Background: an optimization exercise with open tools, aiming at small area, a short achievable clock period and few clock cycles. Do not read the settings as production practice. In this exercise RTL edits were held to simulation tests only and were not proved equivalent to the original.

== run 1 ==
// strv2_vlc_dec
module strv2_vlc_dec (
    input  wire        clk,
    input  wire        rst,             
    input  wire        start,
    input  wire        cfg_qmode,       
    input  wire [5:0]  cfg_qscale,      
    input  wire [15:0] cfg_mbtotal,     
    input  wire        in_valid,
    output wire        in_ready,
    input  wire [15:0] in_data,
    output reg         out_valid,
    input  wire        out_ready,
    output reg  [15:0] out_data,
    output wire        done,            
    output wire        fault,           
    output wire [1:0]  err_code,        
    output reg  [31:0] bit_count,       
    output reg  [15:0] esc_zero_count   
);
For scale: ~1600 cells after synthesis, ~160 flip-flops, ~110 I/O pins.
clock: 8.0 ns
lec_check: 0
abc_area: 1
cap_margin: 20
core_margin: 2
core_utilization: 40
place_density: 0.6
setup_slack_margin: 3.5
slew_margin: 20
run.sh (not shown) runs the stock make flow with config.mk's settings and CLKGATE_MAP_FILE= SYNTH_SCRIPT=/design/flow/synth_recipe.tcl, a recipe that flattens the netlist after the stock synthesis.
Testbench counts of run 1, summed over its fixed seeds: cycles 12,196.
> inputs changed (run 1 -> run 2)
# run 1
export LEC_CHECK = 0
export ABC_AREA = 1
export CAP_MARGIN = 20
export CORE_MARGIN = 2
export CORE_UTILIZATION = 40
export PLACE_DENSITY = 0.6
export SETUP_SLACK_MARGIN = 3.5
export SLEW_MARGIN = 20
create_clock -name core_clock -period 8.0 [get_ports {clk}]
# run 2
export LEC_CHECK = 0
export ABC_AREA = 1
export CAP_MARGIN = 20
export CORE_MARGIN = 2
export CORE_UTILIZATION = 40
export CTS_BUF_LIST = sky130_fd_sc_hd__clkbuf_8 sky130_fd_sc_hd__clkbuf_4
export PLACE_DENSITY = 0.6
export SETUP_SLACK_MARGIN = 3
export SLEW_MARGIN = 20
create_clock -name core_clock -period 8.0 [get_ports {clk}]
[summary]
Run 2: all stages complete, timing, DRC and antenna checks passed. Taking run 1 as the reference, in run 2 slack of the worst reg-to-reg path shrank by 0.38 ns; non-clock buffer total of the final layout saw a decrease.
--- input diff run 2..run 3 ---
# run 2
export LEC_CHECK = 0
export ABC_AREA = 1
export CAP_MARGIN = 20
export CORE_MARGIN = 2
export CORE_UTILIZATION = 40
export CTS_BUF_LIST = sky130_fd_sc_hd__clkbuf_8 sky130_fd_sc_hd__clkbuf_4
export PLACE_DENSITY = 0.6
export SETUP_SLACK_MARGIN = 3
export SLEW_MARGIN = 20
create_clock -name core_clock -period 8.0 [get_ports {clk}]
# run 3
export LEC_CHECK = 0
export ABC_AREA = 1
export CAP_MARGIN = 20
export CORE_MARGIN = 2
export CORE_UTILIZATION = 40
export CTS_BUF_LIST = sky130_fd_sc_hd__clkbuf_8 sky130_fd_sc_hd__clkbuf_4
export PLACE_DENSITY = 0.6
export SETUP_SLACK_MARGIN = 3.5
export SLEW_MARGIN = 20
create_clock -name core_clock -period 8.0 [get_ports {clk}]
Run 3 against run 2: share of post-route cells with drive strength above 1 rose by 1.8 points, data arrival time at the worst-slack endpoint saw a decrease.
In the flow results for run 2 and run 3, the wire length of the first global-routing pass is larger on run 3.
Re layout inverter count without the clock tree: run 3 is 3 up on run 2.
Run 2 has a lower growth of design area from synthesis to finish than run 3.
Run 3 vs run 2 — fraction of area in multi-input gates dropped 1.0 points.
Of the two values seen for critical path's slowest cell, dfxtp_2 was produced by run 2 and dfxtp_4 by run 3.
Changes observed in run 3 relative to run 2: final cell count grew by 24; non-clock buffer count now larger.
Setup changes, run 3 to run 4
# run 3
export LEC_CHECK = 0
export ABC_AREA = 1
export CAP_MARGIN = 20
export CORE_MARGIN = 2
export CORE_UTILIZATION = 40
export CTS_BUF_LIST = sky130_fd_sc_hd__clkbuf_8 sky130_fd_sc_hd__clkbuf_4
export PLACE_DENSITY = 0.6
export SETUP_SLACK_MARGIN = 3.5
export SLEW_MARGIN = 20
create_clock -name core_clock -period 8.0 [get_ports {clk}]
# run 4
export LEC_CHECK = 0
export ABC_AREA = 1
export CAP_MARGIN = 20
export CORE_MARGIN = 2
export CORE_UTILIZATION = 40
export CTS_BUF_LIST = sky130_fd_sc_hd__clkbuf_8 sky130_fd_sc_hd__clkbuf_4
export PLACE_DENSITY = 0.6
export SETUP_SLACK_MARGIN = 4
export SLEW_MARGIN = 20
create_clock -name core_clock -period 8.0 [get_ports {clk}]
==> run summary <==
Non-clock buffer count: run 4 and run 3 compared, higher one is run 4
Clock period minus final worst setup slack: run 4 < run 3
When the final numbers for run 4 and run 3 were put side by side, the maximum clock skew at final layout turned out to be smaller in run 3.
Input changes introduced in run 5 (baseline for comparison: run 4):
# run 4
export LEC_CHECK = 0
export ABC_AREA = 1
export CAP_MARGIN = 20
export CORE_MARGIN = 2
export CORE_UTILIZATION = 40
export CTS_BUF_LIST = sky130_fd_sc_hd__clkbuf_8 sky130_fd_sc_hd__clkbuf_4
export PLACE_DENSITY = 0.6
export SETUP_SLACK_MARGIN = 4
export SLEW_MARGIN = 20
create_clock -name core_clock -period 8.0 [get_ports {clk}]
# run 5
export LEC_CHECK = 0
export ABC_AREA = 1
export CAP_MARGIN = 20
export CORE_MARGIN = 2
export CORE_UTILIZATION = 40
export PLACE_DENSITY = 0.6
export SETUP_SLACK_MARGIN = 3
export SLEW_MARGIN = 20
create_clock -name core_clock -period 8.0 [get_ports {clk}]
Results
Run 4 vs run 5, critical path's slowest cell: dfxtp_4 vs fa_1
Diff run 4 -> run 5: depth of the worst register-to-register path lower; latest clock arrival within the worst-skew pair lower; fraction of standard cell area in multi-input logic higher.
Run 5 | status: complete | timing, DRC, antenna: pass
Going from run 4 to run 5, final net count fell by 63; design area now sits lower; met1 layer usage reported by global route fell by 1.2 points.

---

## exp/yarrow
strv2_vlc_dec, a different RTL version from the one above (not shown whole).
Size in the first run: about 150 flip-flops, about 0.011 sq mm of cells after synthesis.
export LEC_CHECK = 0
export ABC_AREA = 1
export CAP_MARGIN = 20
export CORE_MARGIN = 2
export CORE_UTILIZATION = 40
export CTS_BUF_LIST = sky130_fd_sc_hd__clkbuf_8 sky130_fd_sc_hd__clkbuf_4
export PLACE_DENSITY = 0.6
export SETUP_SLACK_MARGIN = 3.9
export SLEW_MARGIN = 20
create_clock -name core_clock -period 8.0 [get_ports {clk}]
exp/yarrow has completed all stages; timing, DRC and antenna checks passed.
Testbench counts of exp/yarrow, summed over its fixed seeds: cycles 12,142.
### exp/yarrow -> exp/fjord
--- a/flow/config.mk
+++ b/flow/config.mk
@@ -14 +14 @@
-export SETUP_SLACK_MARGIN = 3.9
+export SETUP_SLACK_MARGIN = 3.75
Compared to exp/yarrow, the routing of exp/fjord uses less wire. Comparing exp/fjord and exp/yarrow, the lower via count of the routed design was measured on exp/fjord. met2 wire length of exp/fjord falls short of that of exp/yarrow by a few percent. Comparing exp/yarrow against exp/fjord, there is no change at all in number of instances in the placed design. Relative to exp/yarrow, exp/fjord degrades relative slew slack. The all-layer global routing usage of exp/fjord is lower than that of exp/yarrow. In exp/fjord, peak per-stage delay on the critical path is lower than in exp/yarrow. First-pass GRT wire length was lower in the run labelled exp/fjord. exp/fjord has sequential share of layout area above what exp/yarrow had.
The inputs of exp/violet differ from those of exp/fjord as listed below.
--- a/flow/config.mk
+++ b/flow/config.mk
@@ -14 +14 @@
-export SETUP_SLACK_MARGIN = 3.75
+export SETUP_SLACK_MARGIN = 3.6
==> run summary <==
On fmax, the lower figure sits with exp/violet, not exp/fjord.
Diff exp/fjord..exp/violet | count of mapped cells out of synthesis | unchanged
Routed wire length: exp/fjord vs exp/violet — no meaningful difference
Higher wire length of the first global-routing pass among exp/violet and exp/fjord: exp/fjord
Per the comparison of exp/violet with exp/fjord, relative slew slack went up by 0.16 points; final worst setup slack went down by 64 ps; hold slack was more or less identical; total number of vias was more or less identical.
For exp/indigo, these inputs were changed with respect to exp/violet:
--- a/flow/config.mk
+++ b/flow/config.mk
@@ -14 +14 @@
-export SETUP_SLACK_MARGIN = 3.6
+export SETUP_SLACK_MARGIN = 4.5
Notes after the runs:
- Comparing exp/violet and exp/indigo, final worst hold slack is lower on exp/violet.
- exp/violet → exp/indigo: wire length +about 9%, post-layout minimum cycle time down 170 ps.
What exp/garnet does differently from exp/indigo at the input level:
--- a/flow/config.mk
+++ b/flow/config.mk
@@ -9 +9 @@
-export CAP_MARGIN = 20
+export CAP_MARGIN = 5
@@ -14,2 +14,2 @@
-export SETUP_SLACK_MARGIN = 4.5
-export SLEW_MARGIN = 20
+export SETUP_SLACK_MARGIN = 3.75
+export SLEW_MARGIN = 5
Results
- Compared with exp/indigo, exp/garnet shows a lower core utilization of the finished layout.
- Comparing exp/indigo and exp/garnet, the lower fraction of standard cell area that is sequential was measured on exp/indigo.
- Relative to exp/indigo, the proportion of layout cells with a drive suffix above 1 of exp/garnet is lower by 15 points.
- Per the comparison of exp/garnet with exp/indigo, minimum setup slack in the final design saw a decrease, global-route usage saw a decrease.

---

== build 22 ==
strv2_vlc_dec again, from the RTL that the note above started with.
Design strv2_vlc_dec, start of the top module:
module strv2_vlc_dec (
    input  wire        clk,
    input  wire        rst,             
    input  wire        start,
    input  wire        cfg_qmode,       
    input  wire [5:0]  cfg_qscale,      
    input  wire [15:0] cfg_mbtotal,     
    input  wire        in_valid,
    output wire        in_ready,
    input  wire [15:0] in_data,
    output reg         out_valid,
    input  wire        out_ready,
    output reg  [15:0] out_data,
    output wire        done,            
    output wire        fault,           
    output wire [1:0]  err_code,        
    output reg  [31:0] bit_count,       
    output reg  [15:0] esc_zero_count   
);
==> flow/config.mk <==
export PLATFORM = sky130hd
export DESIGN_NAME = strv2_vlc_dec
export DESIGN_NICKNAME = strv2_vlc_dec
export VERILOG_FILES = /design/flow/design.v
export SDC_FILE = /design/flow/constraint.sdc
export NUM_CORES = 4
export LEC_CHECK = 0
export ABC_AREA = 1
export CAP_MARGIN = 20
export CORE_MARGIN = 2
export CORE_UTILIZATION = 50
export CTS_BUF_LIST = sky130_fd_sc_hd__clkbuf_8 sky130_fd_sc_hd__clkbuf_4
export PLACE_DENSITY = 0.7
export SETUP_SLACK_MARGIN = 3.75
export SLEW_MARGIN = 20
==> flow/constraint.sdc <==
create_clock -name core_clock -period 8.0 [get_ports {clk}]
set_input_delay 1.6000 -clock core_clock [delete_from_list [all_inputs] [get_ports {clk}]]
set_output_delay 1.6000 -clock core_clock [all_outputs]
set_load 0.01 [all_outputs]
Both conditions hold for build 22: the flow ran to the end and the final layout passed the timing, design-rule and antenna checks.
Testbench counts of build 22, summed over its fixed seeds: cycles 12,142.
## Diff of input files: build 41 against build 22
Settings: SETUP_SLACK_MARGIN: 3.75 -> 3; CORE_UTILIZATION: 50 -> 40; CTS_BUF_LIST: sky130_fd_sc_hd__clkbuf_8 sky130_fd_sc_hd__clkbuf_4 -> unset; PLACE_DENSITY: 0.7 -> 0.6.
### Flow results
Compared with build 22, build 41 instantiates a larger number of cells.
For detailed-placement wirelength estimate, dividing the value from build 22 by the value from build 41 gives 0.948.
Latest clock arrival within the worst-skew pair | build 41 below build 22
[build 41] clock edge transition at the registers on the reported setup and hold paths fell 50 ps relative to build 22
Per the final summary, build 41 finished and its layout is clean on timing, DRC and antenna.
| sequential cell area | build 41 vs build 22 | ≈ equal |
Setup changes, build 41 to build 91
Settings: changing SETUP_SLACK_MARGIN from 3 to 3.75; setting CTS_BUF_LIST to sky130_fd_sc_hd__clkbuf_8 sky130_fd_sc_hd__clkbuf_4 for the first time; setting CTS_CLUSTER_SIZE to 40 for the first time; setting CTS_CLUSTER_DIAMETER to 120 for the first time.
Findings:
Build 91 -> build 41: synthesized-area fraction occupied by ao, oa, aoi and oai cells delta 0, exact match. Build 41 → build 91: design area climbed 3.2%; utilization climbed 1.5 points.
Changes in build 63 relative to build 91:
Settings: clearing CTS_CLUSTER_SIZE, which used to be 40; clearing CTS_CLUSTER_DIAMETER, which used to be 120; putting GPL_ROUTABILITY_DRIVEN at 0 where nothing was set.
==> comparison <==
Fraction of the cycle the final worst path needs: higher on build 63
Per the comparison of build 63 with build 91, number of search-and-repair iterations in the first detailed-routing pass moved up; area after synthesis level.
Taking build 91 over build 63, the first-pass GRT wire length ratio works out to 1.06.
| wire length | higher: build 91 |
There was hardly any difference in cell count between build 63 and build 91.
Comparing post-cts sizing count for build 91 and build 63, the bigger number came from build 91.
Looking at pre-CTS worst setup slack across build 91 and build 63, the one that comes out higher is build 91.
The run with more setup slack is build 91; build 63 has less.
Non-clock buffer count in build 63 vs build 91: down 1

[static timing again, ports no longer ideal]
The flow's constraints put no driver on any port. The routed layouts listed below were extracted and timed again, unchanged, in two steps. Step 1 (the two cells are an assumption about what drives the block):
set clk [get_ports {clk}]
set_driving_cell -lib_cell sky130_fd_sc_hd__clkbuf_16 $clk
set_driving_cell -lib_cell sky130_fd_sc_hd__buf_2 [delete_from_list [all_inputs] $clk]
Step 2 also shifts input and output timing later by t, the mid clock arrival at the registers, as if the neighbouring blocks saw the same clock. a / b / c = no drivers / after step 1 / after step 2; a / b = the first two.
| run | t (ns) | setup slack, ns | cell pins on the clock port's net |
|---|---|---|---|
| run 1 | 0.482 | 3.676 / 3.676 / 3.559 | 1 |
| run 2 | 0.508 | 3.298 / 3.298 / 3.298 | 1 |
| run 3 | 0.506 | 3.723 / 3.723 / 3.552 | 1 |
| run 4 | 0.512 | 4.024 / 4.024 / 3.864 | 1 |
| run 5 | 0.478 | 3.314 / 3.314 / 3.314 | 1 |
| exp/yarrow | 0.504 | 3.855 / 3.855 / 3.855 | 1 |
| exp/fjord | 0.497 | 3.877 / 3.877 / 3.877 | 1 |
| exp/violet | 0.497 | 3.812 / 3.812 / 3.812 | 1 |
| exp/indigo | 0.494 | 3.987 / 3.987 / 3.987 | 1 |
| exp/garnet | 0.497 | 3.877 / 3.877 / 3.877 | 1 |
| build 22 | 0.508 | 3.818 / 3.818 / 3.818 | 1 |
| build 41 | 0.473 | 3.244 / 3.244 / 3.244 | 1 |
| build 91 | 0.497 | 3.877 / 3.877 / 3.877 | 1 |
| build 63 | 0.494 | 3.744 / 3.744 / 3.744 | 1 |
After both steps every run listed still meets setup and hold. For run 3, which loses most, drivers alone change the setup slack by 0.000 ns; drivers and shift together by -0.171 ns.
